This design comes from an exercise in tuning for small area on the open sky130 flow, not from production work.
The RTL was checked by simulation tests, not by an equivalence proof against the original design.
No activity file was given, so power comes from the tool's default toggle rates.

==> flow/design.v <==
module pwroff_engine (
    input  wire        clk,
    input  wire        rst_n,         
    input  wire [31:0] base,
    input  wire [31:0] tick_rate,
    input  wire        trig_valid,
    input  wire [7:0]  trig_reason,
    output wire        ret_valid,
    output wire        ret_handled,
    input  wire        ret_ready,
    output wire        bus_valid,
    output wire        bus_write,
    output wire [31:0] bus_addr,
    output wire [7:0]  bus_wdata,
    input  wire        bus_ready,
    input  wire [7:0]  bus_rdata,
    output wire        slp_valid,
    output wire [6:0]  slp_units,
    input  wire        slp_ready,
    output wire        diag_valid,
    output wire [7:0]  diag_code,
    output wire [31:0] diag_data,
    input  wire        diag_ready,
    output wire [31:0] status
);
    localparam [3:0] S_IDLE         = 4'd0;
    localparam [3:0] S_CFG          = 4'd1;
    localparam [3:0] S_TX_POLL      = 4'd2;
    localparam [3:0] S_TX_WRITE     = 4'd3;
    localparam [3:0] S_RX_POLL      = 4'd4;
    localparam [3:0] S_RX_SLEEP     = 4'd5;
    localparam [3:0] S_RX_DATA      = 4'd6;
    localparam [3:0] S_DIAG_SHORT   = 4'd7;
    localparam [3:0] S_SETTLE_FLUSH = 4'd8;
    localparam [3:0] S_DIAG_CSUM    = 4'd9;
    localparam [3:0] S_DIAG_NAK     = 4'd10;
    localparam [3:0] S_POST_OK      = 4'd11;
    localparam [3:0] S_DIAG_EXH     = 4'd12;
    localparam [3:0] S_EXH_SLEEP    = 4'd13;
    localparam [3:0] S_RETURN       = 4'd14;
    localparam [3:0] S_DONE         = 4'd15;
    reg  [3:0]  st;
    reg         busy;       
    reg  [5:0]  n;          
    reg  [3:0]  k;          
    reg  [1:0]  cmd;
    reg  [1:0]  att;
    reg  [2:0]  fail;       
    reg         fault;
    reg         nh;         
    reg         fl;         
    reg  [31:0] rb;
    wire [7:0] r0 = rb[7:0];
    wire [7:0] r1 = rb[15:8];
    wire [7:0] r2 = rb[23:16];
    wire [7:0] r3 = rb[31:24];
    wire s_cfg   = (st == S_CFG);
    wire s_rxp   = (st == S_RX_POLL);
    wire s_rxd   = (st == S_RX_DATA);
    wire s_short = (st == S_DIAG_SHORT);
    wire s_csum  = (st == S_DIAG_CSUM);
    wire s_nak   = (st == S_DIAG_NAK);
    wire s_ret   = (st == S_RETURN);
    wire bus_st  = s_cfg || (st == S_TX_POLL) || (st == S_TX_WRITE) || s_rxp || s_rxd;
    wire slp_st  = (st == S_RX_SLEEP) || (st == S_SETTLE_FLUSH) ||
                   (st == S_POST_OK) || (st == S_EXH_SLEEP);
    wire diag_st = s_short || s_csum || s_nak || (st == S_DIAG_EXH);
    assign bus_valid  = bus_st && !busy;
    assign slp_valid  = slp_st;
    assign diag_valid = diag_st && !busy;
    assign ret_valid  = s_ret || nh;
    assign ret_handled = !nh;
    assign bus_write = st[0];
    reg [2:0] ridx;
    always @(*) begin
        case (st)
            S_CFG:
                case (n[2:0])
                    3'd0: ridx = 3'd3;    
                    3'd1: ridx = 3'd0;    
                    3'd2: ridx = 3'd1;    
                    3'd3: ridx = 3'd3;    
                    3'd4: ridx = 3'd1;    
                    3'd5: ridx = 3'd2;    
                    default: ridx = 3'd4;  
                endcase
            S_TX_POLL, S_RX_POLL: ridx = 3'd5;    
            default: ridx = 3'd0;                 
        endcase
    end
    assign bus_addr = {base[31:2] + {27'd0, ridx}, 2'b00};
    wire [7:0] qbyte = n[0] ? {r3[0], r3[1], r3[2], r3[3], r3[4], r3[5], r3[6], r3[7]}
                            : {r2[0], r2[1], r2[2], r2[3], r2[4], r2[5], r2[6], r2[7]};
    wire [8:0] dinc = {1'b0, qbyte} + {8'd0, fl};
    reg [7:0] wd;
    always @(*) begin
        wd = 8'h00;
        if (s_cfg) begin
            case (n[2:0])
                3'd0: wd = 8'h83;
                3'd1, 3'd2: wd = dinc[7:0];
                3'd3: wd = 8'h1B;
                3'd5: wd = 8'h07;
                default: wd = 8'h00;
            endcase
        end else if (fl) begin
            wd = 8'hFF;
        end else begin
            case (cmd)
                2'd0:
                    case (n[1:0])
                        2'd0: wd = 8'h01;
                        2'd1: wd = 8'h35;
                        2'd2: wd = 8'h00;
                        default: wd = 8'hCA;
                    endcase
                2'd1:
                    case (n[1:0])
                        2'd0: wd = 8'h00;
                        2'd1: wd = 8'h0C;
                        default: wd = 8'hF4;
                    endcase
                default:
                    case (n[1:0])
                        2'd0: wd = 8'h00;
                        2'd1: wd = 8'h06;
                        default: wd = 8'hFA;
                    endcase
            endcase
        end
    end
    assign bus_wdata = wd;
    wire u1   = !st[3];
    wire u100 = !st[0];
    wire u10  = st[3] && st[0];
    assign slp_units = {u100, u100, 1'b0, u10, u100, u10, u1};
    assign diag_code = {5'd0, st[3] && st[2], st[3] && !st[2],
                        !st[3] || (st[1] && !st[0])};
    assign diag_data = {rb[31:2],
                        rb[1:0] | (st[3] ? 2'b00 : k[1:0]) | ((st[3] && st[2]) ? cmd : 2'b00)};
    wire ended2 = st[3] && st[2] && st[1];
    wire ended1 = cmd[1] || ended2;
    wire ended0 = cmd[1] || cmd[0] || ended2;
    wire [1:0] res0 = ended0 ? {fail[0], !fail[0]} : 2'b00;
    wire [1:0] res1 = ended1 ? {fail[1], !fail[1]} : 2'b00;
    wire [1:0] res2 = ended2 ? {fail[2], !fail[2]} : 2'b00;
    wire [2:0] cfg_j = (st == S_IDLE) ? 3'd0 : s_cfg ? n[2:0] : 3'd7;
    assign status = {fault, 6'd0, fault, 4'd0, res2, res1, res0,
                     2'b00, att, cmd, 1'b0, cfg_j, st};
    wire step = (bus_valid && bus_ready) || (slp_valid && slp_ready) ||
                (diag_valid && diag_ready) || (s_ret && ret_ready);
    wire       ge   = r0 >= 8'd75;
    wire [6:0] rsub = r0[6:0] - 7'd75;
    wire       xb   = tick_rate[5'd31 - n[4:0]];
    wire [2:0] csum_s = {2'b00, rb[0]} + {2'b00, rb[8]} + {2'b00, rb[16]} + {2'b00, rb[24]} +
                        {1'b0, k[1:0]};
    wire [7:0] ack1   = cmd[1] ? 8'h06 : cmd[0] ? 8'h0C : 8'h35;
    wire       ack_ok = (r3 == 8'h01) && (r0 == ack1) && (r1 == 8'h00);
    wire reason_ok = (trig_reason == 8'h01) || (trig_reason == 8'h02);
    wire tx_last = fl ? (n == 6'd39) : (cmd == 2'd0) ? (n[1:0] == 2'd3) : (n[1:0] == 2'd2);
    wire rx_done = step && ((s_rxp && !bus_rdata[0] && k == 4'd10) ||
                            (s_rxd && n == 6'd39));
    wire div_run = busy && s_cfg && n[5] && (n[4:0] < 5'd20);    
    wire chk_run = busy && s_csum && n[5:3] == 3'd0;             
    wire rot_run = busy && s_csum && (n != 6'd8 || fl);          
    wire clr_run = busy && (s_short || s_nak || (s_cfg && !n[5]) || s_rxp);   
    wire rx_load = step && s_rxd && !fl && n[5:2] == 4'd0;
    wire sh      = rot_run || clr_run;
    wire sin     = div_run ? ge : rot_run ? rb[0] : 1'b0;
    always @(posedge clk) begin
        if (rx_load) begin
            rb[31:24] <= bus_rdata;
        end else if (sh || div_run) begin
            rb[31:8] <= {sin, rb[31:9]};
        end
        if (div_run) begin
            rb[7:0] <= {ge ? rsub : r0[6:0], xb};
        end else if (sh) begin
            rb[7:0] <= rb[8:1];
        end
    end
    always @(posedge clk) begin
        if (!rst_n) begin
            st    <= S_IDLE;
            cmd   <= 2'd0;
            att   <= 2'd0;
            fault <= 1'b0;
            nh    <= 1'b0;
        end else begin
            if (nh && ret_ready)
                nh <= 1'b0;
            if (busy) begin
                case (st)
                    S_CFG: begin
                        n <= n + 6'd1;
                        if (n == 6'd52) begin
                            fl   <= ge;
                            busy <= 1'b0;
                            n    <= 6'd0;
                        end
                    end
                    S_RX_POLL: begin
                        k <= k + 4'd1;
                        if (k == 4'd7) begin
                            busy <= 1'b0;
                            k    <= 4'd1;
                        end
                    end
                    S_DIAG_CSUM: begin
                        n <= n + 6'd1;
                        if (chk_run) begin
                            k[1:0] <= csum_s[2:1];
                            fl     <= fl | csum_s[0];
                        end
                        if (n == 6'd8 && !fl) begin
                            n <= 6'd0;
                            if (ack_ok) begin
                                busy <= 1'b0;
                                st   <= S_POST_OK;
                            end else begin
                                st   <= S_DIAG_NAK;
                            end
                        end
                        if (n == 6'd31)
                            busy <= 1'b0;
                    end
                    default: begin
                        n <= n + 6'd1;
                        if (n == 6'd31)
                            busy <= 1'b0;
                    end
                endcase
            end
            if ((st == S_IDLE || st == S_DONE) && trig_valid && !fault) begin
                if (!reason_ok) begin
                    nh <= 1'b1;
                end else if (st == S_DONE) begin
                    fault <= 1'b1;
                end else begin
                    st   <= S_CFG;
                    busy <= 1'b1;
                    n    <= 6'd0;
                end
            end
            if (step) begin
                case (st)
                    S_CFG: begin
                        n <= n + 6'd1;
                        if (n[2:0] == 3'd1)
                            fl <= dinc[8];
                        if (n[2:0] == 3'd6) begin
                            cmd <= 2'd0;
                            att <= 2'd1;
                            fl  <= 1'b0;
                            n   <= 6'd0;
                            st  <= S_TX_POLL;
                        end
                    end
                    S_TX_POLL:
                        if (bus_rdata[5])
                            st <= S_TX_WRITE;
                    S_TX_WRITE: begin
                        n <= n + 6'd1;
                        if (tx_last) begin
                            if (!fl) begin
                                n  <= 6'd0;
                                k  <= 4'd1;
                                st <= S_RX_POLL;
                            end else begin
                                st <= S_SETTLE_FLUSH;
                            end
                        end else begin
                            st <= S_TX_POLL;
                        end
                    end
                    S_RX_POLL:
                        if (bus_rdata[0])
                            st <= S_RX_DATA;
                        else if (k != 4'd10)
                            st <= S_RX_SLEEP;
                    S_RX_SLEEP: begin
                        k  <= k + 4'd1;
                        st <= S_RX_POLL;
                    end
                    S_RX_DATA: begin
                        n  <= n + 6'd1;
                        k  <= 4'd1;
                        st <= S_RX_POLL;
                        if (rx_load && n[1:0] != 2'd3) begin
                            busy <= 1'b1;
                            k    <= 4'd0;
                        end
                    end
                    S_DIAG_SHORT: begin
                        fl <= 1'b1;
                        n  <= 6'd0;
                        st <= S_TX_POLL;
                    end
                    S_SETTLE_FLUSH: begin
                        n  <= 6'd0;
                        k  <= 4'd1;
                        st <= S_RX_POLL;
                    end
                    S_DIAG_CSUM: begin
                        busy <= 1'b1;
                        n    <= 6'd0;
                        st   <= S_DIAG_NAK;
                    end
                    S_DIAG_NAK: begin
                        if (att != 2'd3) begin
                            att <= att + 2'd1;
                            fl  <= 1'b0;
                            n   <= 6'd0;
                            st  <= S_TX_POLL;
                        end else begin
                            st <= S_DIAG_EXH;
                        end
                    end
                    S_POST_OK, S_EXH_SLEEP: begin
                        fail[cmd] <= st[2];
                        if (cmd != 2'd2) begin
                            cmd <= cmd + 2'd1;
                            att <= 2'd1;
                            fl  <= 1'b0;
                            n   <= 6'd0;
                            st  <= S_TX_POLL;
                        end else begin
                            st <= S_RETURN;
                        end
                    end
                    S_DIAG_EXH: st <= S_EXH_SLEEP;
                    S_RETURN: st <= S_DONE;
                    default: ;
                endcase
                if (rx_done) begin
                    if (fl) begin
                        if (att != 2'd3) begin
                            att <= att + 2'd1;
                            fl  <= 1'b0;
                            n   <= 6'd0;
                            st  <= S_TX_POLL;
                        end else begin
                            st <= S_DIAG_EXH;
                        end
                    end else if (n[5:2] == 4'd0) begin
                        busy <= 1'b1;
                        k    <= {2'b00, n[1:0]};
                        n    <= 6'd0;
                        st   <= S_DIAG_SHORT;
                    end else begin
                        busy <= 1'b1;
                        k    <= 4'd0;
                        n    <= 6'd0;
                        st   <= S_DIAG_CSUM;
                    end
                end
            end
        end
    end
endmodule
==> flow/flow/run.sh <==
#!/bin/bash
# Standard ORFS layout with three changes:
#  - after the standard synthesis, the combinational logic between the (unchanged) registers
#    is mapped again by ABC with an area-oriented script (flow/abc_area.script), tried with
#    several random seeds; the smallest result that Yosys proves equivalent to the standard
#    netlist replaces it;
#  - port buffers use the smallest buffer cell;
#  - the clock tree uses small clock buffers and no dummy loads.
set -euo pipefail
W=$PWD
R=$W/orfs/results/sky130hd/pwroff_engine/base
LIB=$FLOW_HOME/platforms/sky130hd/lib/sky130_fd_sc_hd__tt_025C_1v80.lib
export BUFFER_PORTS_ARGS="-buffer_cell sky130_fd_sc_hd__buf_1"
export CTS_ARGS="-sink_clustering_enable -repair_clock_nets -buf_list sky130_fd_sc_hd__clkbuf_4 -root_buf sky130_fd_sc_hd__clkbuf_4 -dont_use_dummy_load"

# 1. standard synthesis
bash standard.sh "$R/1_2_yosys.v" > make_synth.log 2>&1
cp "$R/1_2_yosys.v" "$R/1_2_yosys_std.v"

# 2. remap the combinational logic; registers and tie cells are kept as they are
DU=$(sed 's/^/-dont_use /' flow/dont_use.txt | tr '\n' ' ')
mkdir -p resynth
remap() {
  local s=$1
  sed "s/@SEED@/$s/" flow/abc_area.script > resynth/abc_$s.script
  cat > resynth/remap_$s.ys <<EOS
read_liberty -ignore_miss_func $LIB
blackbox sky130_fd_sc_hd__*df* sky130_fd_sc_hd__conb_1
read_verilog $R/1_2_yosys_std.v
hierarchy -top $FLOW_TOP
flatten
delete t:\$scopeinfo
opt_clean
techmap
opt -fast
abc -liberty $LIB $DU -script $W/resynth/abc_$s.script
opt_clean -purge
read_liberty -lib -ignore_redef $LIB
check -assert
tee -o $W/resynth/stat_$s.txt stat -liberty $LIB
write_verilog -noattr -noexpr -nohex -nodec $W/resynth/net_$s.v
EOS
  yosys -s resynth/remap_$s.ys > resynth/remap_$s.log 2>&1 || rm -f resynth/net_$s.v
}
for s in 1 2 3 4; do remap $s & done; wait
for s in 5 6 7 8; do remap $s & done; wait

# candidates, smallest first
: > resynth/areas.txt
for s in 1 2 3 4 5 6 7 8; do
  if [[ -f resynth/net_$s.v ]]; then
    a=$(awk '/Chip area/ {print $NF}' resynth/stat_$s.txt | tail -1)
    echo "$a $s" >> resynth/areas.txt
  fi
done
sort -g resynth/areas.txt -o resynth/areas.txt
used=none
while read -r a s; do
  cat > resynth/equiv_$s.ys <<EOS
read_liberty -ignore_miss_func $LIB
read_verilog $R/1_2_yosys_std.v
rename $FLOW_TOP gold
read_verilog $W/resynth/net_$s.v
rename $FLOW_TOP gate
flatten
delete t:\$scopeinfo
opt_clean
equiv_make gold gate eq
hierarchy -top eq
equiv_simple -seq 2
equiv_induct
equiv_status -assert
EOS
  if yosys -s resynth/equiv_$s.ys > resynth/equiv_$s.log 2>&1; then
    cp resynth/net_$s.v "$R/1_2_yosys.v"
    used=$s
    break
  fi
done < resynth/areas.txt
echo "remapped netlist used: seed $used" > resynth/used.txt

# 3. the rest of the standard flow
bash standard.sh > make_finish.log 2>&1
==> flow/flow/abc_area.script <==
strash
&get -n
&deepsyn -T 25 -S @SEED@
&put
dch -f
amap
topo
==> flow/flow/dont_use.txt <==
sky130_fd_sc_hd__probe_p_8
sky130_fd_sc_hd__probec_p_8
sky130_fd_sc_hd__lpflow_bleeder_1
sky130_fd_sc_hd__lpflow_clkbufkapwr_1
sky130_fd_sc_hd__lpflow_clkbufkapwr_16
sky130_fd_sc_hd__lpflow_clkbufkapwr_2
sky130_fd_sc_hd__lpflow_clkbufkapwr_4
sky130_fd_sc_hd__lpflow_clkbufkapwr_8
sky130_fd_sc_hd__lpflow_clkinvkapwr_1
sky130_fd_sc_hd__lpflow_clkinvkapwr_16
sky130_fd_sc_hd__lpflow_clkinvkapwr_2
sky130_fd_sc_hd__lpflow_clkinvkapwr_4
sky130_fd_sc_hd__lpflow_clkinvkapwr_8
sky130_fd_sc_hd__lpflow_decapkapwr_12
sky130_fd_sc_hd__lpflow_decapkapwr_3
sky130_fd_sc_hd__lpflow_decapkapwr_4
sky130_fd_sc_hd__lpflow_decapkapwr_6
sky130_fd_sc_hd__lpflow_decapkapwr_8
sky130_fd_sc_hd__lpflow_inputiso0n_1
sky130_fd_sc_hd__lpflow_inputiso0p_1
sky130_fd_sc_hd__lpflow_inputiso1n_1
sky130_fd_sc_hd__lpflow_inputiso1p_1
sky130_fd_sc_hd__lpflow_inputisolatch_1
sky130_fd_sc_hd__lpflow_isobufsrc_1
sky130_fd_sc_hd__lpflow_isobufsrc_16
sky130_fd_sc_hd__lpflow_isobufsrc_2
sky130_fd_sc_hd__lpflow_isobufsrc_4
sky130_fd_sc_hd__lpflow_isobufsrc_8
sky130_fd_sc_hd__lpflow_isobufsrckapwr_16
sky130_fd_sc_hd__lpflow_lsbuf_lh_hl_isowell_tap_1
sky130_fd_sc_hd__lpflow_lsbuf_lh_hl_isowell_tap_2
sky130_fd_sc_hd__lpflow_lsbuf_lh_hl_isowell_tap_4
sky130_fd_sc_hd__lpflow_lsbuf_lh_isowell_4
sky130_fd_sc_hd__lpflow_lsbuf_lh_isowell_tap_1
sky130_fd_sc_hd__lpflow_lsbuf_lh_isowell_tap_2
sky130_fd_sc_hd__lpflow_lsbuf_lh_isowell_tap_4
sky130_fd_sc_hd__fill_1
sky130_fd_sc_hd__fill_2
sky130_fd_sc_hd__fill_4
sky130_fd_sc_hd__fill_8
==> flow/standard.sh <==
#!/bin/bash
# synth_recipe.tcl (not shown) runs the flow's synth.tcl, then flattens the netlist and writes it again
# the make line also repeats each setting of config.mk as NAME=value (left out here)
make -C /OpenROAD-flow-scripts/flow DESIGN_CONFIG=/design/flow/config.mk WORK_HOME=/design/flow/orfs CLKGATE_MAP_FILE= SYNTH_SCRIPT=/design/flow/synth_recipe.tcl "${@:-finish}"
==> flow/config.mk <==
export PLATFORM = sky130hd
export DESIGN_NAME = pwroff_engine
export DESIGN_NICKNAME = pwroff_engine
export VERILOG_FILES = /design/flow/design.v
export SDC_FILE = /design/flow/constraint.sdc
export NUM_CORES = 4
export LEC_CHECK = 0
export CAP_MARGIN = 20
export CORE_MARGIN = 2
export CORE_UTILIZATION = 40
export SLEW_MARGIN = 20
==> flow/constraint.sdc <==
create_clock -name core_clock -period 20.0 [get_ports {clk}]
set_input_delay 4.0000 -clock core_clock [delete_from_list [all_inputs] [get_ports {clk}]]
set_output_delay 4.0000 -clock core_clock [all_outputs]
set_load 0.01 [all_outputs]
==> results.cfg, run 1 <==
[job]
max-cap-violations = 0

[routing]
drt-initial-drc-count = 455
viasPerCell = 5.71
wl_microns = 15700
drtAntennaViolNets = 0
drc = 0
drt-pass1-iter-count = 6
wl_per_cell_microns = 17.4
vias = 5160

[worst_setup_path]
path_class = in2out
worstSetupStartpointType = input pin
arrival_ns = 7.75
cp.required_ns = 16.00
critPathBufInv = 2
crit_path_frequent_cell = and3_1
critPathMaxStageDelay_ns = 0.26
rr_worst_depth = 18
r2r_start = st[3]
cpLargestDelayFamily = simple AND/OR/NAND/NOR gates
endpoint_kind = output pin
slowest_stage = o21ai_0
r2r_end = k[3]
r2r_setup_slack_ns = 14.45
path_cells = buf_1 -> nor2_1 -> a21oi_1 -> nand2_1 -> o21ai_0 -> o21ai_0 -> and3_1 -> and3_1 -> and3_1 -> and3_1 -> and3_1 -> and3_1 -> and3_1 -> and3_1 -> and3_1 -> and3_1 -> and3_1 -> and3_1 -> and3_1 -> nor2_1 -> a21oi_1 -> buf_1
crit_fanout = 4

[place]
dp_slack_ns = 8.24
hpwl_microns = 12400
port_buffers = 176
gp_congestion = 0.978

[power]
switching_share_pct = 45.7
clkPwrFrac_pct = 14.0
powerDensity_mw_per_mm2 = 84.6
p_int_uw = 236
leakage_uw = 0.00180
peakVddDrop_mv = 0.0357
power_frac_seq_pct = 39.5
p_comb_share_pct = 46.5
p_sw_uw = 199

[clocking]
cts_tree = built
numCtsBuffers = 9
cts_setup_buffers = 0
postCtsResizedCells = 0
cts_buffer_depth = 2
cts_hold_buf = 0
clkSlewWorstSetupHoldPaths_ns = 0.11
root_buffer = clkbuf_4
clock_sinks = 57
clkLatencyLatePin_ns = 0.42
htreeDepth = 3

[die]
die-area_sq_mm = 0.0112
rows = 37
die_w_microns = 106
die_y_microns = 106
start_util_pct = 40.7
core_area_sq_mm = 0.0102
io_pins = 212

[cells_and_area]
nets = 856
fin_util_pct = 50.5
final_common_cell = buf_1
diodes = 0
area_delta_synth_final_pct = 24.2
layout_common_cells = 176 x buf_1, 155 x nor2_1, 69 x clkinv_1, 47 x edfxtp_1, 40 x o21ai_0
drive_above_1_share_pct = 1.69

[logic_synthesis]
syn_inst = 558
yosys_warnings = 1
syn_avg_cell_area_sq_um = 7.42
synth_area_sq_mm = 0.00414

[hold_path]
min-delay-start = rb[23]
hold_end = rb[22]
hold_path.class = reg2reg
min_path_cells = 0

[status]
status = complete, no violations

[global_routing]
grt_max_degree = 26
grtUsageTotal_pct = 27.3
gr-total-overflow = 0
grt_pass1_vias = 4693
grt_first_pass_wirelength_microns = 23800
antenna_found_initial = 1

[timing]
fin_tns_setup_ns = 0
fin_ws_ns = 8.25
period_needed_ns = 11.75
drv_slew = 0
whs_ns = 0.492
grt_setup_unrepaired = no
clock_skew_ns = 0.0442
worst_slew_pin_slew_ns = 1.05
fin_crit_sh_pct = 58.7
finalSetupViolCount = 0
max-slew-margin-rel_pct = 30.0
max_clock_freq_mhz = 85.1
final_hold_viol_count = 0
-- metrics by stage --
step,total power (uW),instance area (sq um),std cells
2_1_floorplan,298,4220,578
3_3_place_gp,372,5080,894
3_5_place_dp,373,5080,894
4_1_cts,433,5140,903
5_1_grt,464,5140,903
6_report,435,5140,903
-- layer usage --
layer,up-vias,share of wire [%],GRT usage (%)
li1,2449,-,-
met1,2408,44,37.2
met2,265,46,43.3
met3,36,7.9,5.01
met4,2,2.4,10.1
met5,-,0.083,0
-- registers in the layout (all words and copies together) (netlist names) --
signal and flops:
nh 1, busy 1, k 4, fail 3
att 2, n 6, st 4, cmd 2
rb 32, fl 1, fault 1
-- how the worst max path moves through the flow --
stage	startpoint	endpoint	slack, ns	cells after the start
after floorplan	base[3]	bus_addr[31]	8.79	20
after global placement	base[3]	bus_addr[31]	8.37	22
after detailed placement	base[3]	bus_addr[31]	8.24	22
after CTS	base[3]	bus_addr[31]	8.24	22
after global routing	base[3]	bus_addr[31]	7.91	22
final	base[3]	bus_addr[31]	8.25	22
-- cell type report --
type                    count  area (sq um)
multi-input cells         452          2340
inverters                  69           259
clock buffers               9          67.6
flip-flops and latches     57          1610
repair buffers            180           691
fillers                  1091          5040
well taps                 136           170
-- power groups by stage --
stage / clock [uW] / sequential, uW / combinational [uW]
final: 61.0 / 172 / 202
after CTS: 61.7 / 172 / 200
after global placement: 0 / 174 / 198
after floorplan: 0 / 170 / 128
after detailed placement: 0 / 175 / 199
after global routing: 67.1 / 175 / 223
==> run 2: changes to the inputs <==
--- a/flow/design.v
+++ b/flow/design.v
@@ -54,6 +54,28 @@
     wire [7:0] r1 = rb[15:8];
     wire [7:0] r2 = rb[23:16];
     wire [7:0] r3 = rb[31:24];
+    function [5:0] inc6(input [5:0] a);
+        integer i;
+        reg c;
+        begin
+            c = 1'b1;
+            for (i = 0; i < 6; i = i + 1) begin
+                inc6[i] = a[i] ^ c;
+                c = c & a[i];
+            end
+        end
+    endfunction
+    function [3:0] inc4(input [3:0] a);
+        integer i;
+        reg c;
+        begin
+            c = 1'b1;
+            for (i = 0; i < 4; i = i + 1) begin
+                inc4[i] = a[i] ^ c;
+                c = c & a[i];
+            end
+        end
+    endfunction
     wire s_cfg   = (st == S_CFG);
     wire s_rxp   = (st == S_RX_POLL);
     wire s_rxd   = (st == S_RX_DATA);
@@ -88,10 +110,32 @@
             default: ridx = 3'd0;                 
         endcase
     end
-    assign bus_addr = {base[31:2] + {27'd0, ridx}, 2'b00};
+    reg [29:0] asum;
+    reg        ac;
+    integer ai;
+    always @(*) begin
+        ac = 1'b0;
+        for (ai = 0; ai < 3; ai = ai + 1) begin
+            asum[ai] = base[ai + 2] ^ ridx[ai] ^ ac;
+            ac = (base[ai + 2] & ridx[ai]) | (ac & (base[ai + 2] ^ ridx[ai]));
+        end
+        for (ai = 3; ai < 30; ai = ai + 1) begin
+            asum[ai] = base[ai + 2] ^ ac;
+            ac = ac & base[ai + 2];
+        end
+    end
+    assign bus_addr = {asum, 2'b00};
     wire [7:0] qbyte = n[0] ? {r3[0], r3[1], r3[2], r3[3], r3[4], r3[5], r3[6], r3[7]}
                             : {r2[0], r2[1], r2[2], r2[3], r2[4], r2[5], r2[6], r2[7]};
-    wire [8:0] dinc = {1'b0, qbyte} + {8'd0, fl};
+    reg [8:0] dinc;
+    integer di;
+    always @(*) begin
+        dinc[8] = fl;
+        for (di = 0; di < 8; di = di + 1) begin
+            dinc[di] = qbyte[di] ^ dinc[8];
+            dinc[8]  = dinc[8] & qbyte[di];
+        end
+    end
     reg [7:0] wd;
     always @(*) begin
         wd = 8'h00;
@@ -149,9 +193,18 @@
                      2'b00, att, cmd, 1'b0, cfg_j, st};
     wire step = (bus_valid && bus_ready) || (slp_valid && slp_ready) ||
                 (diag_valid && diag_ready) || (s_ret && ret_ready);
-    wire       ge   = r0 >= 8'd75;
-    wire [6:0] rsub = r0[6:0] - 7'd75;
-    wire       xb   = tick_rate[5'd31 - n[4:0]];
+    wire       ge   = r0[7] | (r0[6] & (r0[5] | r0[4] | (r0[3] & (r0[2] | (r0[1] & r0[0])))));
+    reg  [6:0] rsub;
+    reg        rc;
+    integer ri;
+    always @(*) begin
+        rc = 1'b0;
+        for (ri = 0; ri < 7; ri = ri + 1) begin
+            rsub[ri] = r0[ri] ^ ((7'd53 >> ri) & 1'b1) ^ rc;
+            rc = (r0[ri] & ((7'd53 >> ri) & 1'b1)) | (rc & (r0[ri] ^ ((7'd53 >> ri) & 1'b1)));
+        end
+    end
+    wire       xb   = tick_rate[~n[4:0]];
     wire [2:0] csum_s = {2'b00, rb[0]} + {2'b00, rb[8]} + {2'b00, rb[16]} + {2'b00, rb[24]} +
                         {1'b0, k[1:0]};
     wire [7:0] ack1   = cmd[1] ? 8'h06 : cmd[0] ? 8'h0C : 8'h35;
@@ -192,7 +245,7 @@
             if (busy) begin
                 case (st)
                     S_CFG: begin
-                        n <= n + 6'd1;
+                        n <= inc6(n);
                         if (n == 6'd52) begin
                             fl   <= ge;
                             busy <= 1'b0;
@@ -200,14 +253,14 @@
                         end
                     end
                     S_RX_POLL: begin
-                        k <= k + 4'd1;
+                        k <= inc4(k);
                         if (k == 4'd7) begin
                             busy <= 1'b0;
                             k    <= 4'd1;
                         end
                     end
                     S_DIAG_CSUM: begin
-                        n <= n + 6'd1;
+                        n <= inc6(n);
                         if (chk_run) begin
                             k[1:0] <= csum_s[2:1];
                             fl     <= fl | csum_s[0];
@@ -225,7 +278,7 @@
                             busy <= 1'b0;
                     end
                     default: begin
-                        n <= n + 6'd1;
+                        n <= inc6(n);
                         if (n == 6'd31)
                             busy <= 1'b0;
                     end
@@ -245,7 +298,7 @@
             if (step) begin
                 case (st)
                     S_CFG: begin
-                        n <= n + 6'd1;
+                        n <= inc6(n);
                         if (n[2:0] == 3'd1)
                             fl <= dinc[8];
                         if (n[2:0] == 3'd6) begin
@@ -260,7 +313,7 @@
                         if (bus_rdata[5])
                             st <= S_TX_WRITE;
                     S_TX_WRITE: begin
-                        n <= n + 6'd1;
+                        n <= inc6(n);
                         if (tx_last) begin
                             if (!fl) begin
                                 n  <= 6'd0;
@@ -279,11 +332,11 @@
                         else if (k != 4'd10)
                             st <= S_RX_SLEEP;
                     S_RX_SLEEP: begin
-                        k  <= k + 4'd1;
+                        k  <= inc4(k);
                         st <= S_RX_POLL;
                     end
                     S_RX_DATA: begin
-                        n  <= n + 6'd1;
+                        n  <= inc6(n);
                         k  <= 4'd1;
                         st <= S_RX_POLL;
                         if (rx_load && n[1:0] != 2'd3) begin
@@ -308,7 +361,7 @@
                     end
                     S_DIAG_NAK: begin
                         if (att != 2'd3) begin
-                            att <= att + 2'd1;
+                            att <= {att[1] ^ att[0], !att[0]};
                             fl  <= 1'b0;
                             n   <= 6'd0;
                             st  <= S_TX_POLL;
@@ -319,7 +372,7 @@
                     S_POST_OK, S_EXH_SLEEP: begin
                         fail[cmd] <= st[2];
                         if (cmd != 2'd2) begin
-                            cmd <= cmd + 2'd1;
+                            cmd <= {cmd[0], !cmd[0]};
                             att <= 2'd1;
                             fl  <= 1'b0;
                             n   <= 6'd0;
@@ -335,7 +388,7 @@
                 if (rx_done) begin
                     if (fl) begin
                         if (att != 2'd3) begin
-                            att <= att + 2'd1;
+                            att <= {att[1] ^ att[0], !att[0]};
                             fl  <= 1'b0;
                             n   <= 6'd0;
                             st  <= S_TX_POLL;
--- a/flow/flow/run.sh
+++ b/flow/flow/run.sh
@@ -1,7 +1,7 @@
 #!/bin/bash
 # Standard ORFS layout with three changes:
 #  - after the standard synthesis, the combinational logic between the (unchanged) registers
-#    is mapped again by ABC with an area-oriented script (flow/abc_area.script), tried with
+#    is mapped again by ABC (half adders of the address incrementer are kept) with an area-oriented script (flow/abc_area.script), tried with
 #    several random seeds; the smallest result that Yosys proves equivalent to the standard
 #    netlist replaces it;
 #  - port buffers use the smallest buffer cell;
@@ -11,7 +11,7 @@
 R=$W/orfs/results/sky130hd/pwroff_engine/base
 LIB=$FLOW_HOME/platforms/sky130hd/lib/sky130_fd_sc_hd__tt_025C_1v80.lib
 export BUFFER_PORTS_ARGS="-buffer_cell sky130_fd_sc_hd__buf_1"
-export CTS_ARGS="-sink_clustering_enable -repair_clock_nets -buf_list sky130_fd_sc_hd__clkbuf_4 -root_buf sky130_fd_sc_hd__clkbuf_4 -dont_use_dummy_load"
+export CTS_ARGS="-sink_clustering_enable -repair_clock_nets -buf_list sky130_fd_sc_hd__clkbuf_4 -root_buf sky130_fd_sc_hd__clkbuf_4 -dont_use_dummy_load -sink_clustering_size 20 -sink_clustering_max_diameter 80"
 
 # 1. standard synthesis
 bash standard.sh "$R/1_2_yosys.v" > make_synth.log 2>&1
@@ -27,7 +27,10 @@
 read_liberty -ignore_miss_func $LIB
 blackbox sky130_fd_sc_hd__*df* sky130_fd_sc_hd__conb_1
 read_verilog $R/1_2_yosys_std.v
+read_verilog -lib $W/flow/ha_keep.v
 hierarchy -top $FLOW_TOP
+select -set hak w:base %co1:+[A,B] t:sky130_fd_sc_hd__ha_1 %i
+chtype -set ha_keep @hak
 flatten
 delete t:\$scopeinfo
 opt_clean
@@ -35,6 +38,7 @@
 opt -fast
 abc -liberty $LIB $DU -script $W/resynth/abc_$s.script
 opt_clean -purge
+chtype -set sky130_fd_sc_hd__ha_1 t:ha_keep
 read_liberty -lib -ignore_redef $LIB
 check -assert
 tee -o $W/resynth/stat_$s.txt stat -liberty $LIB
==> flow/flow/ha_keep.v (new file) <==
// stand-in for the half adders kept through remapping
(* blackbox *)
module ha_keep(input A, input B, output COUT, output SUM);
endmodule
==> run 2 against run 1 <==
Total power decreased by 45%. Register-to-register slack improved by 0.82 ns. Synthesized cell count decreased by 9.0%. Clock skew decreased by 0.0084 ns. Cell count decreased by 6.0%. Worst setup slack got worse by 2.2 ns. Global-route usage decreased by 0.30 points. Clock-buffer cell count unchanged. Critical path type unchanged. Largest cell class unchanged.
==> results.cfg, run 2 <==
[worst_setup_path]
arrival_ns = 9.93
cpLargestDelayFamily = adder cells
rr_worst_depth = 11
worstSetupStartpointType = input pin
r2r_start = st[0]
cp.required_ns = 16.00
endpoint_kind = output pin
crit_path_frequent_cell = ha_1
path_class = in2out
critPathBufInv = 2
crit_fanout = 3
r2r_end = rb[30]
r2r_setup_slack_ns = 15.27
slowest_stage = ha_1
critPathMaxStageDelay_ns = 0.22

[timing]
max_clock_freq_mhz = 71.8
final_hold_viol_count = 0
clock_skew_ns = 0.0358
fin_crit_sh_pct = 69.6
worst_slew_pin_slew_ns = 0.972
drv_slew = 0
whs_ns = 0.490
max-slew-margin-rel_pct = 35.2
fin_tns_setup_ns = 0
period_needed_ns = 13.93
grt_setup_unrepaired = no
finalSetupViolCount = 0

[clocking]
root_buffer = clkbuf_4
cts_setup_buffers = 0
clkLatencyLatePin_ns = 0.45
cts_buffer_depth = 2
numCtsBuffers = 9
htreeDepth = 3
cts_hold_buf = 0
cts_tree = built
clock_sinks = 57
postCtsResizedCells = 0
clkSlewWorstSetupHoldPaths_ns = 0.12

[die]
rows = 37
start_util_pct = 40.5
io_pins = 212
die-area_sq_mm = 0.0111
die_w_microns = 106
die_y_microns = 106
core_area_sq_mm = 0.0102

[power]
p_int_uw = 166
switching_share_pct = 30.7
power_frac_seq_pct = 56.0
peakVddDrop_mv = 0.0251
powerDensity_mw_per_mm2 = 46.9
p_sw_uw = 73.5
clkPwrFrac_pct = 26.3
p_comb_share_pct = 17.7
leakage_uw = 0.00176

[hold_path]
hold_end = rb[12]
min_path_cells = 0
min-delay-start = rb[13]
hold_path.class = reg2reg

[routing]
vias = 4829
wl_microns = 15400
wl_per_cell_microns = 18.1
drt-pass1-iter-count = 5
viasPerCell = 5.69
drc = 0
drtAntennaViolNets = 0
drt-initial-drc-count = 435

[cells_and_area]
drive_above_1_share_pct = 1.40
top_register = rb
diodes = 0
area_delta_synth_final_pct = 23.6
layout_common_cells = 176 x buf_1, 98 x nor2_1, 57 x clkinv_1, 47 x edfxtp_1, 43 x nand2_1
largest_reg_flops = 32
nets = 829
top_regs = rb x32, n x6
final_common_cell = buf_1
n_fill_cell = 1035

[job]
max-cap-violations = 0

[global_routing]
grt_pass1_vias = 4391
grt_first_pass_wirelength_microns = 23200
grt_max_degree = 26
gr-total-overflow = 0
antenna_found_initial = 0
grtUsageTotal_pct = 27.0

[logic_synthesis]
syn_inst = 508
syn_avg_cell_area_sq_um = 8.13
yosys_warnings = 1
synth_area_sq_mm = 0.00413

[place]
hpwl_microns = 12300
gp_congestion = 0.933
port_buffers = 176

[status]
status = complete, no violations
## run 2: worst max-delay path by stage
stage / from / end / slack (ns) / depth (start not counted)
floorplan: base[2] / bus_addr[31] / 6.66 / 32
global placement: base[2] / bus_addr[31] / 6.20 / 34
detailed placement: base[2] / bus_addr[31] / 6.10 / 34
CTS: base[2] / bus_addr[31] / 6.05 / 34
global route: base[2] / bus_addr[31] / 5.61 / 36
finish: base[2] / bus_addr[31] / 6.07 / 34
## run 2: final cells by class
type	count	area, sq um	share of cell area (%)
multi-input cells	414	2380	46.6
flip-flops and latches	57	1610	31.6
repair buffers	176	661	12.9
well taps	136	170	3.33
clock buffers	9	67.6	1.32
inverters	57	214	4.19
## run 2: power by group through the flow
stage / Combinational [uW] / Clock (uW) / Sequential (uW)
after floorplan: 26.1 / 0 / 135
final: 42.4 / 62.9 / 134
after CTS: 42.1 / 63.1 / 134
after global placement: 41.2 / 0 / 136
after detailed placement: 41.9 / 0 / 137
after global routing: 47.3 / 68.6 / 134
## run 2: stage by stage
stage	total power (uW)	std cells	cell area [sq um]	util (%)	setup slack, ns
final	239	849	5100	50.1	6.07
after global routing	250	849	5100	50.1	5.61
after CTS	239	849	5100	50.1	6.05
after detailed placement	178	840	5030	49.4	6.10
after global placement	178	840	5030	49.4	6.20
after floorplan	161	528	4200	-	6.66
## run 2: metal layers
metal / global-route usage (%) / vias up / share of wire [%]
li1: - / 2311 / -
met1: 36.8 / 2256 / 44
met2: 43.1 / 239 / 46
met3: 5.07 / 23 / 7.4
met4: 9.30 / 0 / 2.6
met5: 0 / - / 0
==> run 3: changes to the inputs <==
--- a/flow/flow/run.sh
+++ b/flow/flow/run.sh
@@ -11,7 +11,8 @@
 R=$W/orfs/results/sky130hd/pwroff_engine/base
 LIB=$FLOW_HOME/platforms/sky130hd/lib/sky130_fd_sc_hd__tt_025C_1v80.lib
 export BUFFER_PORTS_ARGS="-buffer_cell sky130_fd_sc_hd__buf_1"
-export CTS_ARGS="-sink_clustering_enable -repair_clock_nets -buf_list sky130_fd_sc_hd__clkbuf_4 -root_buf sky130_fd_sc_hd__clkbuf_4 -dont_use_dummy_load -sink_clustering_size 20 -sink_clustering_max_diameter 80"
+export SKIP_REPAIR_TIE_FANOUT=1
+export CTS_ARGS="-sink_clustering_enable -repair_clock_nets -buf_list sky130_fd_sc_hd__clkbuf_4 -root_buf sky130_fd_sc_hd__clkbuf_4 -dont_use_dummy_load"
 
 # 1. standard synthesis
 bash standard.sh "$R/1_2_yosys.v" > make_synth.log 2>&1
==> run 3 against run 2 <==
Sequential power about the same. Hold slack got worse by 0.017 ns. Sequential share of layout area is 0.38 points higher. Critical path type unchanged. Critical endpoint unchanged.
==> results.cfg, run 3 <==
[global_routing]
grt_util_met3_pct = 5.07
use_met1_pct = 36.8
grt_first_pass_wirelength_microns = 24000
grtUsageTotal_pct = 27.8
top_usage_layer = met2
grt_max_degree = 26
antenna_found_initial = 0
grt_pass1_vias = 4469
gr-total-overflow = 0
grtUsageMet2_pct = 46.8

[cells_and_area]
fin_util_pct = 49.5
final_common_cell = buf_1
diodes = 0
nets = 811
drive_above_1_share_pct = 1.58
area_delta_synth_final_pct = 22.1
top_register = rb
final_area_sq_mm = 0.00504
top_regs = rb x32, n x6
largest_reg_flops = 32
layout_common_cells = 176 x buf_1, 98 x nor2_1, 57 x clkinv_1, 47 x edfxtp_1, 43 x nand2_1

[clocking]
cts_hold_buf = 0
clock_sinks = 57
cts_tree = built
clkSlewWorstSetupHoldPaths_ns = 0.12
postCtsResizedCells = 0
cts_buffer_depth = 2
clkLatencyLatePin_ns = 0.43
htreeDepth = 3
numCtsBuffers = 9
root_buffer = clkbuf_4
cts_setup_buffers = 0

[timing]
clock_skew_ns = 0.0456
fin_crit_sh_pct = 69.9
fin_tns_setup_ns = 0
worst_slew_pin_slew_ns = 0.923
max-slew-margin-rel_pct = 38.2
max_clock_freq_mhz = 71.5
fin_ws_ns = 6.02
final_hold_viol_count = 0
period_needed_ns = 13.98
grt_setup_unrepaired = no
finalSetupViolCount = 0
drv_slew = 0

[worst_setup_path]
r2r_end = rb[30]
cp-endpoint = bus_addr[31]
rr_worst_depth = 11
arrival_ns = 9.98
path_class = in2out
crit_path_frequent_cell = ha_1
crit_start = base[2]
cp.required_ns = 16.00
r2r_setup_slack_ns = 15.22
endpoint_kind = output pin
slowest_stage = ha_1
crit_fanout = 3
r2r_start = st[0]
critPathMaxStageDelay_ns = 0.22
worstSetupStartpointType = input pin

[logic_synthesis]
yosys_warnings = 1
syn_inst = 508
syn_avg_cell_area_sq_um = 8.13
synth_area_sq_mm = 0.00413

[die]
io_pins = 212
die_w_microns = 106
die_y_microns = 106
start_util_pct = 40.5
core_area_sq_mm = 0.0102
rows = 37
die-area_sq_mm = 0.0111

[routing]
drc = 0
vias = 4791
viasPerCell = 5.77
wl_per_cell_microns = 18.7
drtAntennaViolNets = 0
drt-pass1-iter-count = 5
wl_microns = 15500
drt-initial-drc-count = 454

[hold_path]
min-delay-start = rb[17]
hold_path.class = reg2reg

[power]
peakVddDrop_mv = 0.0225
powerDensity_mw_per_mm2 = 47.1
leakage_uw = 0.00171

[place]
gp_congestion = 1.01
place_area_sq_mm = 0.00497
port_buffers = 176
dp_slack_ns = 6.02
hpwl_microns = 12500

[status]
status = complete, no violations

[job]
max-cap-violations = 0
==> run 3: final cells by class <==
type | count | area [sq um]
clock buffers | 9 | 67.6
multi-input cells | 394 | 2300
fillers | 1054 | 5140
inverters | 57 | 214
repair buffers | 178 | 676
well taps | 136 | 170
flip-flops and latches | 57 | 1610
==> run 3: how the worst min path moves through the flow <==
stage / to / slack [ns] / depth (start not counted)
2_1_floorplan: rb[13] / 0.51 / 0
3_3_place_gp: rb[12] / 0.45 / 0
3_5_place_dp: rb[14] / 0.46 / 0
4_1_cts: rb[16] / 0.47 / 0
5_1_grt: rb[12] / 0.49 / 0
6_report: rb[16] / 0.47 / 0
==> run 3: layer usage <==
layer | up-vias | wire length, microns
met4 | 0 | 248
met2 | 252 | 7560
met1 | 2222 | 6580
met5 | - | 0
met3 | 25 | 1140
li1 | 2292 | -
==> run 3: power by group <==
part	internal, uW	switching (uW)
Combinational	15.3	27.7
Clock	20.9	39.7
Sequential	130	4.23
==> run 3: through the flow <==
step / hold WS [ns] / cells / power (uW)
2_1_floorplan: 0.512 / 508 / 161
3_3_place_gp: 0.448 / 822 / 178
3_5_place_dp: 0.458 / 822 / 179
4_1_cts: 0.467 / 831 / 238
5_1_grt: 0.491 / 831 / 248
6_report: 0.473 / 831 / 238
==> run 3: worst max-delay path, delay by kind of cell <==
family | cells | cell delay [ns]
buffers and inverters | 2 | 0.24
AOI/OAI and AO/OA | 4 | 0.56
adders and majority gates | 27 | 5.10
and+or+nand+nor | 1 | 0.08
==> run 4: changes to the inputs <==
--- a/flow/flow/run.sh
+++ b/flow/flow/run.sh
@@ -11,7 +11,6 @@
 R=$W/orfs/results/sky130hd/pwroff_engine/base
 LIB=$FLOW_HOME/platforms/sky130hd/lib/sky130_fd_sc_hd__tt_025C_1v80.lib
 export BUFFER_PORTS_ARGS="-buffer_cell sky130_fd_sc_hd__buf_1"
-export SKIP_REPAIR_TIE_FANOUT=1
 export CTS_ARGS="-sink_clustering_enable -repair_clock_nets -buf_list sky130_fd_sc_hd__clkbuf_4 -root_buf sky130_fd_sc_hd__clkbuf_4 -dont_use_dummy_load"
 
 # 1. standard synthesis
==> run 4 against run 3 <==
Still clean. Global-route usage is 0.80 points lower. Critical endpoint unchanged. Hold slack better by 0.017 ns. Utilization is 0.60 points higher.
==> results.cfg, run 4 <==
[logic_synthesis]
syn_inst = 508
yosys_warnings = 1
syn_avg_cell_area_sq_um = 8.13
synth_area_sq_mm = 0.00413

[clocking]
cts_hold_buf = 0
cts_tree = built
clkLatencyLatePin_ns = 0.45
clkSlewWorstSetupHoldPaths_ns = 0.12
cts_setup_buffers = 0
clock_sinks = 57
cts_buffer_depth = 2
numCtsBuffers = 9
root_buffer = clkbuf_4
htreeDepth = 3
postCtsResizedCells = 0

[routing]
drtAntennaViolNets = 0
vias = 4829
drt-initial-drc-count = 435
wl_microns = 15400
wl_per_cell_microns = 18.1
drt-pass1-iter-count = 5
drc = 0
viasPerCell = 5.69

[worst_setup_path]
r2r_setup_slack_ns = 15.27
cp.required_ns = 16.00
cpLargestDelayFamily = adder cells
crit_fanout = 3
worstSetupStartpointType = input pin
critPathMaxStageDelay_ns = 0.22
path_class = in2out
r2r_start = st[0]
endpoint_kind = output pin
crit_path_frequent_cell = ha_1
arrival_ns = 9.93
slowest_stage = ha_1
critPathBufInv = 2
crit_start = base[2]

[global_routing]
grtUsageTotal_pct = 27.0
grt_max_degree = 26
gr-total-overflow = 0
grt_first_pass_wirelength_microns = 23200
antenna_found_initial = 0
grt_pass1_vias = 4391

[power]
clkPwrFrac_pct = 26.3
p_comb_share_pct = 17.7
switching_share_pct = 30.7
powerDensity_mw_per_mm2 = 46.9
peakVddDrop_mv = 0.0251
p_sw_uw = 73.5
leakage_uw = 0.00176
p_int_uw = 166
power_frac_seq_pct = 56.0

[timing]
period_needed_ns = 13.93
grt_setup_unrepaired = no
whs_ns = 0.490
max_clock_freq_mhz = 71.8
worst_slew_pin_slew_ns = 0.972
finalSetupViolCount = 0
clock_skew_ns = 0.0358
drv_slew = 0
max-slew-margin-rel_pct = 35.2
final_hold_viol_count = 0
fin_tns_setup_ns = 0
fin_crit_sh_pct = 69.6

[cells_and_area]
top_register = rb
layout_common_cells = 176 x buf_1, 98 x nor2_1, 57 x clkinv_1, 47 x edfxtp_1, 43 x nand2_1
diodes = 0
largest_reg_flops = 32
final_common_cell = buf_1
nets = 829
area_delta_synth_final_pct = 23.6
drive_above_1_share_pct = 1.40
top_regs = rb x32, n x6

[die]
rows = 37
die-area_sq_mm = 0.0111
start_util_pct = 40.5
io_pins = 212
die_w_microns = 106
core_area_sq_mm = 0.0102
die_y_microns = 106

[place]
port_buffers = 176
hpwl_microns = 12300
gp_congestion = 0.933

[status]
status = complete, no violations

[hold_path]
hold_path.class = reg2reg
min-delay-start = rb[13]

[job]
max-cap-violations = 0
run 4: per-stage QoR:
stage,worst slack [ns],std cells,total power (uW),cell area [sq um],util (%)
after global placement,6.20,840,178,5030,49.4
final,6.07,849,239,5100,50.1
after floorplan,6.66,528,161,4200,-
after global routing,5.61,849,250,5100,50.1
after detailed placement,6.10,840,178,5030,49.4
after CTS,6.05,849,239,5100,50.1
run 4: worst register-to-register path, stage by stage, from the launching register on:
cell and delay (ns):
dfxtp_1 0.69, clkinv_1 0.54, nor2_1 0.33, clkinv_1 0.15, nor2_1 0.34, nor2_1 0.09
a21oi_1 0.22, a222oi_1 0.16, nand2_1 0.26, clkinv_1 0.32, nor2_1 0.71, or2_0 0.56
run 4: final timing paths:
kind | to | depth (start not counted)
setup reg to reg | rb[30] | 11
setup / recovery | bus_addr[31] | 34
hold reg to reg | rb[12] | 0
hold / removal | rb[12] | 0
run 4: layout make-up:
type,instances,area (sq um)
multi-input combinational,414,2380
tap,136,170
clock buffer,9,67.6
sequential,57,1610
inverter,57,214
timing repair buffer,176,661
fill,1035,5080
run 4: power by group through the flow:
stage | Sequential, uW | Clock, uW | Combinational, uW
finish | 134 | 62.9 | 42.4
floorplan | 135 | 0 | 26.1
detailed placement | 137 | 0 | 41.9
global placement | 136 | 0 | 41.2
CTS | 134 | 63.1 | 42.1
global route | 134 | 68.6 | 47.3
run 4: layer usage:
| metal | wire, microns | up-vias | GRT usage (%) |
|---|---|---|---|
| met5 | 0 | - | 0 |
| met4 | 400 | 0 | 9.30 |
| met3 | 1140 | 23 | 5.07 |
| met2 | 7080 | 239 | 43.1 |
| met1 | 6780 | 2256 | 36.8 |
| li1 | - | 2311 | - |
==> run 5: changes to the inputs <==
--- a/flow/design.v
+++ b/flow/design.v
@@ -40,7 +40,6 @@
     localparam [3:0] S_RETURN       = 4'd14;
     localparam [3:0] S_DONE         = 4'd15;
     reg  [3:0]  st;
-    reg         busy;       
     reg  [5:0]  n;          
     reg  [3:0]  k;          
     reg  [1:0]  cmd;
@@ -87,9 +86,12 @@
     wire slp_st  = (st == S_RX_SLEEP) || (st == S_SETTLE_FLUSH) ||
                    (st == S_POST_OK) || (st == S_EXH_SLEEP);
     wire diag_st = s_short || s_csum || s_nak || (st == S_DIAG_EXH);
-    assign bus_valid  = bus_st && !busy;
+    wire cfg_rdy  = n[5] && n[4] && n[3];
+    wire busy_bus = (s_cfg && !cfg_rdy) || (s_rxd && !k[3]);
+    wire busy_dg  = (s_short || s_csum || s_nak) && !n[5];
+    assign bus_valid  = bus_st && !busy_bus;
     assign slp_valid  = slp_st;
-    assign diag_valid = diag_st && !busy;
+    assign diag_valid = diag_st && !busy_dg;
     assign ret_valid  = s_ret || nh;
     assign ret_handled = !nh;
     assign bus_write = st[0];
@@ -125,8 +127,7 @@
         end
     end
     assign bus_addr = {asum, 2'b00};
-    wire [7:0] qbyte = n[0] ? {r3[0], r3[1], r3[2], r3[3], r3[4], r3[5], r3[6], r3[7]}
-                            : {r2[0], r2[1], r2[2], r2[3], r2[4], r2[5], r2[6], r2[7]};
+    wire [7:0] qbyte = {r3[0], r3[1], r3[2], r3[3], r3[4], r3[5], r3[6], r3[7]};
     reg [8:0] dinc;
     integer di;
     always @(*) begin
@@ -213,24 +214,28 @@
     wire tx_last = fl ? (n == 6'd39) : (cmd == 2'd0) ? (n[1:0] == 2'd3) : (n[1:0] == 2'd2);
     wire rx_done = step && ((s_rxp && !bus_rdata[0] && k == 4'd10) ||
                             (s_rxd && n == 6'd39));
-    wire div_run = busy && s_cfg && n[5] && (n[4:0] < 5'd20);    
-    wire chk_run = busy && s_csum && n[5:3] == 3'd0;             
-    wire rot_run = busy && s_csum && (n != 6'd8 || fl);          
-    wire clr_run = busy && (s_short || s_nak || (s_cfg && !n[5]) || s_rxp);   
+    wire div_run = s_cfg && n[5] && (!n[4] && (!n[3] || !n[2] || !k[0]) ||
+                                      n[4] && !n[3] && !n[2] && !k[0]);
+    wire chk_run = s_csum && n[5:3] == 3'd0;                         
+    wire rot_run = s_csum && !n[5] && (n != 6'd8 || fl);             
+    wire clr_run = ((s_short || s_nak || s_cfg) && !n[5]) || (s_rxd && !k[3]);   
     wire rx_load = step && s_rxd && !fl && n[5:2] == 4'd0;
     wire sh      = rot_run || clr_run;
     wire sin     = div_run ? ge : rot_run ? rb[0] : 1'b0;
+    wire       mv     = sh || div_run;
+    wire       r3_ld  = rx_load;
+    wire       r3_sh  = mv && !rx_load;
+    wire       r3_hd  = !mv && !rx_load;
+    wire       r0_dv  = div_run;
+    wire       r0_sh  = sh;
+    wire       r0_hd  = !mv;
+    wire [7:0] r3_nx  = ({8{r3_ld}} & bus_rdata) | ({8{r3_sh}} & {sin, rb[31:25]}) | ({8{r3_hd}} & r3);
+    wire [7:0] r0_nx  = ({8{r0_dv}} & {ge ? rsub : r0[6:0], xb}) | ({8{r0_sh}} & rb[8:1]) | ({8{r0_hd}} & r0);
     always @(posedge clk) begin
-        if (rx_load) begin
-            rb[31:24] <= bus_rdata;
-        end else if (sh || div_run) begin
-            rb[31:8] <= {sin, rb[31:9]};
-        end
-        if (div_run) begin
-            rb[7:0] <= {ge ? rsub : r0[6:0], xb};
-        end else if (sh) begin
-            rb[7:0] <= rb[8:1];
-        end
+        rb[31:24] <= r3_nx;
+        rb[7:0]   <= r0_nx;
+        if (mv)
+            rb[23:8] <= rb[24:9];
     end
     always @(posedge clk) begin
         if (!rst_n) begin
@@ -242,24 +247,27 @@
         end else begin
             if (nh && ret_ready)
                 nh <= 1'b0;
-            if (busy) begin
-                case (st)
-                    S_CFG: begin
+            case (st)
+                S_CFG:
+                    if (!cfg_rdy) begin
                         n <= inc6(n);
                         if (n == 6'd52) begin
-                            fl   <= ge;
-                            busy <= 1'b0;
-                            n    <= 6'd0;
+                            fl <= ge;
+                            n  <= 6'd56;
                         end
+                        if (k[0] && n == 6'd44)
+                            n <= 6'd58;
                     end
-                    S_RX_POLL: begin
+                S_RX_DATA:
+                    if (!k[3]) begin
                         k <= inc4(k);
                         if (k == 4'd7) begin
-                            busy <= 1'b0;
-                            k    <= 4'd1;
+                            k  <= 4'd1;
+                            st <= S_RX_POLL;
                         end
                     end
-                    S_DIAG_CSUM: begin
+                S_DIAG_CSUM:
+                    if (!n[5]) begin
                         n <= inc6(n);
                         if (chk_run) begin
                             k[1:0] <= csum_s[2:1];
@@ -267,40 +275,37 @@
                         end
                         if (n == 6'd8 && !fl) begin
                             n <= 6'd0;
-                            if (ack_ok) begin
-                                busy <= 1'b0;
-                                st   <= S_POST_OK;
-                            end else begin
-                                st   <= S_DIAG_NAK;
-                            end
+                            if (ack_ok)
+                                st <= S_POST_OK;
+                            else
+                                st <= S_DIAG_NAK;
                         end
-                        if (n == 6'd31)
-                            busy <= 1'b0;
                     end
-                    default: begin
+                S_DIAG_SHORT, S_DIAG_NAK:
+                    if (!n[5])
                         n <= inc6(n);
-                        if (n == 6'd31)
-                            busy <= 1'b0;
-                    end
-                endcase
-            end
+                default: ;
+            endcase
             if ((st == S_IDLE || st == S_DONE) && trig_valid && !fault) begin
                 if (!reason_ok) begin
                     nh <= 1'b1;
                 end else if (st == S_DONE) begin
                     fault <= 1'b1;
                 end else begin
-                    st   <= S_CFG;
-                    busy <= 1'b1;
-                    n    <= 6'd0;
+                    st <= S_CFG;
+                    n  <= 6'd0;
+                    k  <= 4'd0;
                 end
             end
             if (step) begin
                 case (st)
                     S_CFG: begin
                         n <= inc6(n);
-                        if (n[2:0] == 3'd1)
+                        if (n[2:0] == 3'd1) begin
                             fl <= dinc[8];
+                            n  <= 6'd0;
+                            k  <= 4'd1;
+                        end
                         if (n[2:0] == 3'd6) begin
                             cmd <= 2'd0;
                             att <= 2'd1;
@@ -327,21 +332,23 @@
                         end
                     end
                     S_RX_POLL:
-                        if (bus_rdata[0])
+                        if (bus_rdata[0]) begin
+                            k  <= 4'd15;
                             st <= S_RX_DATA;
-                        else if (k != 4'd10)
+                        end else if (k != 4'd10) begin
                             st <= S_RX_SLEEP;
+                        end
                     S_RX_SLEEP: begin
                         k  <= inc4(k);
                         st <= S_RX_POLL;
                     end
                     S_RX_DATA: begin
-                        n  <= inc6(n);
-                        k  <= 4'd1;
-                        st <= S_RX_POLL;
+                        n <= inc6(n);
                         if (rx_load && n[1:0] != 2'd3) begin
-                            busy <= 1'b1;
-                            k    <= 4'd0;
+                            k <= 4'd0;
+                        end else begin
+                            k  <= 4'd1;
+                            st <= S_RX_POLL;
                         end
                     end
                     S_DIAG_SHORT: begin
@@ -355,9 +362,8 @@
                         st <= S_RX_POLL;
                     end
                     S_DIAG_CSUM: begin
-                        busy <= 1'b1;
-                        n    <= 6'd0;
-                        st   <= S_DIAG_NAK;
+                        n  <= 6'd0;
+                        st <= S_DIAG_NAK;
                     end
                     S_DIAG_NAK: begin
                         if (att != 2'd3) begin
@@ -396,15 +402,13 @@
                             st <= S_DIAG_EXH;
                         end
                     end else if (n[5:2] == 4'd0) begin
-                        busy <= 1'b1;
-                        k    <= {2'b00, n[1:0]};
-                        n    <= 6'd0;
-                        st   <= S_DIAG_SHORT;
+                        k  <= {2'b00, n[1:0]};
+                        n  <= 6'd0;
+                        st <= S_DIAG_SHORT;
                     end else begin
-                        busy <= 1'b1;
-                        k    <= 4'd0;
-                        n    <= 6'd0;
-                        st   <= S_DIAG_CSUM;
+                        k  <= 4'd0;
+                        n  <= 6'd0;
+                        st <= S_DIAG_CSUM;
                     end
                 end
             end
--- a/flow/flow/run.sh
+++ b/flow/flow/run.sh
@@ -5,13 +5,15 @@
 #    several random seeds; the smallest result that Yosys proves equivalent to the standard
 #    netlist replaces it;
 #  - port buffers use the smallest buffer cell;
-#  - the clock tree uses small clock buffers and no dummy loads.
+#  - the clock tree uses small clock buffers and no dummy loads;
+#  - constant outputs share one tie cell.
 set -euo pipefail
 W=$PWD
 R=$W/orfs/results/sky130hd/pwroff_engine/base
 LIB=$FLOW_HOME/platforms/sky130hd/lib/sky130_fd_sc_hd__tt_025C_1v80.lib
 export BUFFER_PORTS_ARGS="-buffer_cell sky130_fd_sc_hd__buf_1"
-export CTS_ARGS="-sink_clustering_enable -repair_clock_nets -buf_list sky130_fd_sc_hd__clkbuf_4 -root_buf sky130_fd_sc_hd__clkbuf_4 -dont_use_dummy_load"
+export SKIP_REPAIR_TIE_FANOUT=1
+export CTS_ARGS="-sink_clustering_enable -repair_clock_nets -buf_list sky130_fd_sc_hd__clkbuf_8 -root_buf sky130_fd_sc_hd__clkbuf_8 -dont_use_dummy_load"
 
 # 1. standard synthesis
 bash standard.sh "$R/1_2_yosys.v" > make_synth.log 2>&1
==> run 5 against run 4 <==
Still clean. Sequential cell count is 1 lower. Sequential power is 42% higher. First-iteration DRC count is 0.23% higher. Hold slack got worse by 0.030 ns. Largest cell class unchanged. Highest routed layer unchanged.
==> results.cfg, run 5 <==
[cells_and_area]
top_regs = rb x32, n x6
top_register = rb
largest_reg_flops = 32
final_area_sq_mm = 0.00492
nets = 825
final_common_cell = buf_1
diodes = 0
area_delta_synth_final_pct = 23.2
drive_above_1_share_pct = 1.27
layout_common_cells = 176 x buf_1, 106 x nor2_1, 79 x clkinv_1, 43 x o21ai_0, 36 x a21oi_1

[timing]
max_clock_freq_mhz = 71.5
drv_slew = 0
fin_ws_ns = 6.01
worst_slew_pin_slew_ns = 1.00
grt_setup_unrepaired = no
max-slew-margin-rel_pct = 32.9
fin_crit_sh_pct = 70.0
fin_tns_setup_ns = 0
finalSetupViolCount = 0
clock_skew_ns = 0.0269
final_hold_viol_count = 0
period_needed_ns = 13.99

[routing]
wl_microns = 15100
drt-pass1-iter-count = 5
viasPerCell = 5.67
wl_per_cell_microns = 17.9
drtAntennaViolNets = 0
vias = 4777
drt-initial-drc-count = 436
drc = 0

[global_routing]
grtUsageTotal_pct = 26.9
grt_pass1_vias = 4273
grt_first_pass_wirelength_microns = 23200
antenna_found_initial = 0
gr-total-overflow = 0
grt_max_degree = 23

[logic_synthesis]
synth_area_sq_mm = 0.00400
yosys_warnings = 1
syn_avg_cell_area_sq_um = 7.63
syn_inst = 524

[die]
io_pins = 212
die_w_microns = 104
start_util_pct = 41.1
rows = 36
core_area_sq_mm = 0.00973
die-area_sq_mm = 0.0108
die_y_microns = 104

[clocking]
numCtsBuffers = 5
cts_buffer_depth = 2
clock_sinks = 56
postCtsResizedCells = 0
htreeDepth = 2
cts_tree = built
cts_hold_buf = 0
cts_setup_buffers = 0
clkLatencyLatePin_ns = 0.33
clkSlewWorstSetupHoldPaths_ns = 0.10
root_buffer = clkbuf_8

[worst_setup_path]
crit_start = base[2]
arrival_ns = 9.99
cp.required_ns = 16.00
crit_fanout = 3
worstSetupStartpointType = input pin
critPathMaxStageDelay_ns = 0.20
slowest_stage = ha_1
rr_worst_depth = 20
crit_cells = 36
cpLargestDelayFamily = adder cells
critPathBufInv = 2
crit_path_frequent_cell = ha_1
path_class = in2out
endpoint_kind = output pin
r2r_start = st[1]

[status]
status = complete, no violations

[place]
place_area_sq_mm = 0.00485
dp_slack_ns = 5.98
port_buffers = 176
gp_congestion = 0.968
hpwl_microns = 12300

[hold_path]
hold_path.class = reg2reg
min-delay-start = rb[17]
min_path_cells = 0

[job]
max-cap-violations = 0

[power]
peakVddDrop_mv = 0.0528
leakage_uw = 0.00166
powerDensity_mw_per_mm2 = 108
run 5: cell type report:
type	count	area, sq um
clock buffers	5	68.8
fillers	1023	4810
inverters	79	297
multi-input cells	389	2280
flip-flops and latches	56	1420
well taps	133	166
repair buffers	180	691
run 5: layer usage:
metal  global-route usage, %  wire [microns]  up-vias
met5                       0               0        -
met4                    8.11             338        0
met3                    4.26            1320       20
met2                    42.8            6860      261
met1                    37.7            6590     2192
li1                        -               -     2304
run 5: worst paths after layout:
check	slack, ns	end
hold / removal	0.46	rb[16]
setup reg to reg	14.41	n[4]
setup / recovery	6.01	bus_addr[31]
hold reg to reg	0.46	rb[16]
run 5: where the power goes:
group / internal (uW) / leakage, uW / switching, uW / total [uW]
clock: 22.8 / 0.0000359 / 37.8 / 60.6
sequential: 154 / 0.000493 / 35.7 / 190
combinational: 91.0 / 0.00113 / 188 / 279
run 5: worst reg2reg max path: stages, from the launching register on:
cell and delay [ns]:
dfxtp_1 0.39, nor2_1 0.28, clkinv_1 0.18, nor2_1 0.28, clkinv_1 0.14, nor2_1 0.51, clkinv_1 0.41, o21ai_0 0.17
buf_4 0.17, nand2_1 0.11, clkinv_1 0.09, nor4_1 0.06, a222oi_1 0.76, nand2_1 0.41, clkinv_1 0.31, nor2_1 0.15
o22ai_1 0.49, nor2_1 0.08, nor2_1 0.20, a21oi_1 0.10, o22ai_1 0.16
run 5: metrics by stage:
step                      utilization (%)  instances  hold WS (ns)  total power, uW
after floorplan                         -        524         0.499              369
final                                50.6        842         0.460              529
after CTS                            50.6        842         0.462              526
after detailed placement             49.9        837         0.435              466
after global placement               49.9        837         0.425              465
after global routing                 50.6        842         0.478              567

## what the ideal ports hide
Ports are ideal in the flow. The routed layouts listed here were re-timed in OpenROAD. Step 1 sets driving cells, clkbuf_16 on the clock port and buf_2 on the other inputs (assumed; they add their load-dependent delay and slew). Step 2 moves the port delays by t, midway between the first and last clock arrival at a register: inputs arrive t later, outputs are due t later. That takes back most of the time a late clock gives input paths. Slacks: ideal / step 1 / step 2; pairs: ideal / step 1.
| run | shift t [ns] | setup WS [ns] | slew at the worst register clock pin (ns) | worst data-port slew with drivers (ns) | cell pins on the clock port's net |
|---|---|---|---|---|---|
| run 1 | 0.429 | 8.251 / 8.225 / 8.225 | 0.11 / 0.11 | 0.04 | 1 |
| run 2 | 0.465 | 6.071 / 6.050 / 6.050 | 0.12 / 0.12 | 0.05 | 1 |
| run 3 | 0.436 | 6.022 / 5.992 / 5.992 | 0.12 / 0.12 | 0.05 | 1 |
| run 4 | 0.465 | 6.071 / 6.050 / 6.050 | 0.12 / 0.12 | 0.05 | 1 |
| run 5 | 0.354 | 6.007 / 5.978 / 5.978 | 0.11 / 0.11 | 0.04 | 1 |
After both steps setup and hold are still met in every run listed. The setup slack of run 3, which loses most, moves by -0.030 ns with the drivers and by -0.030 ns with both steps.
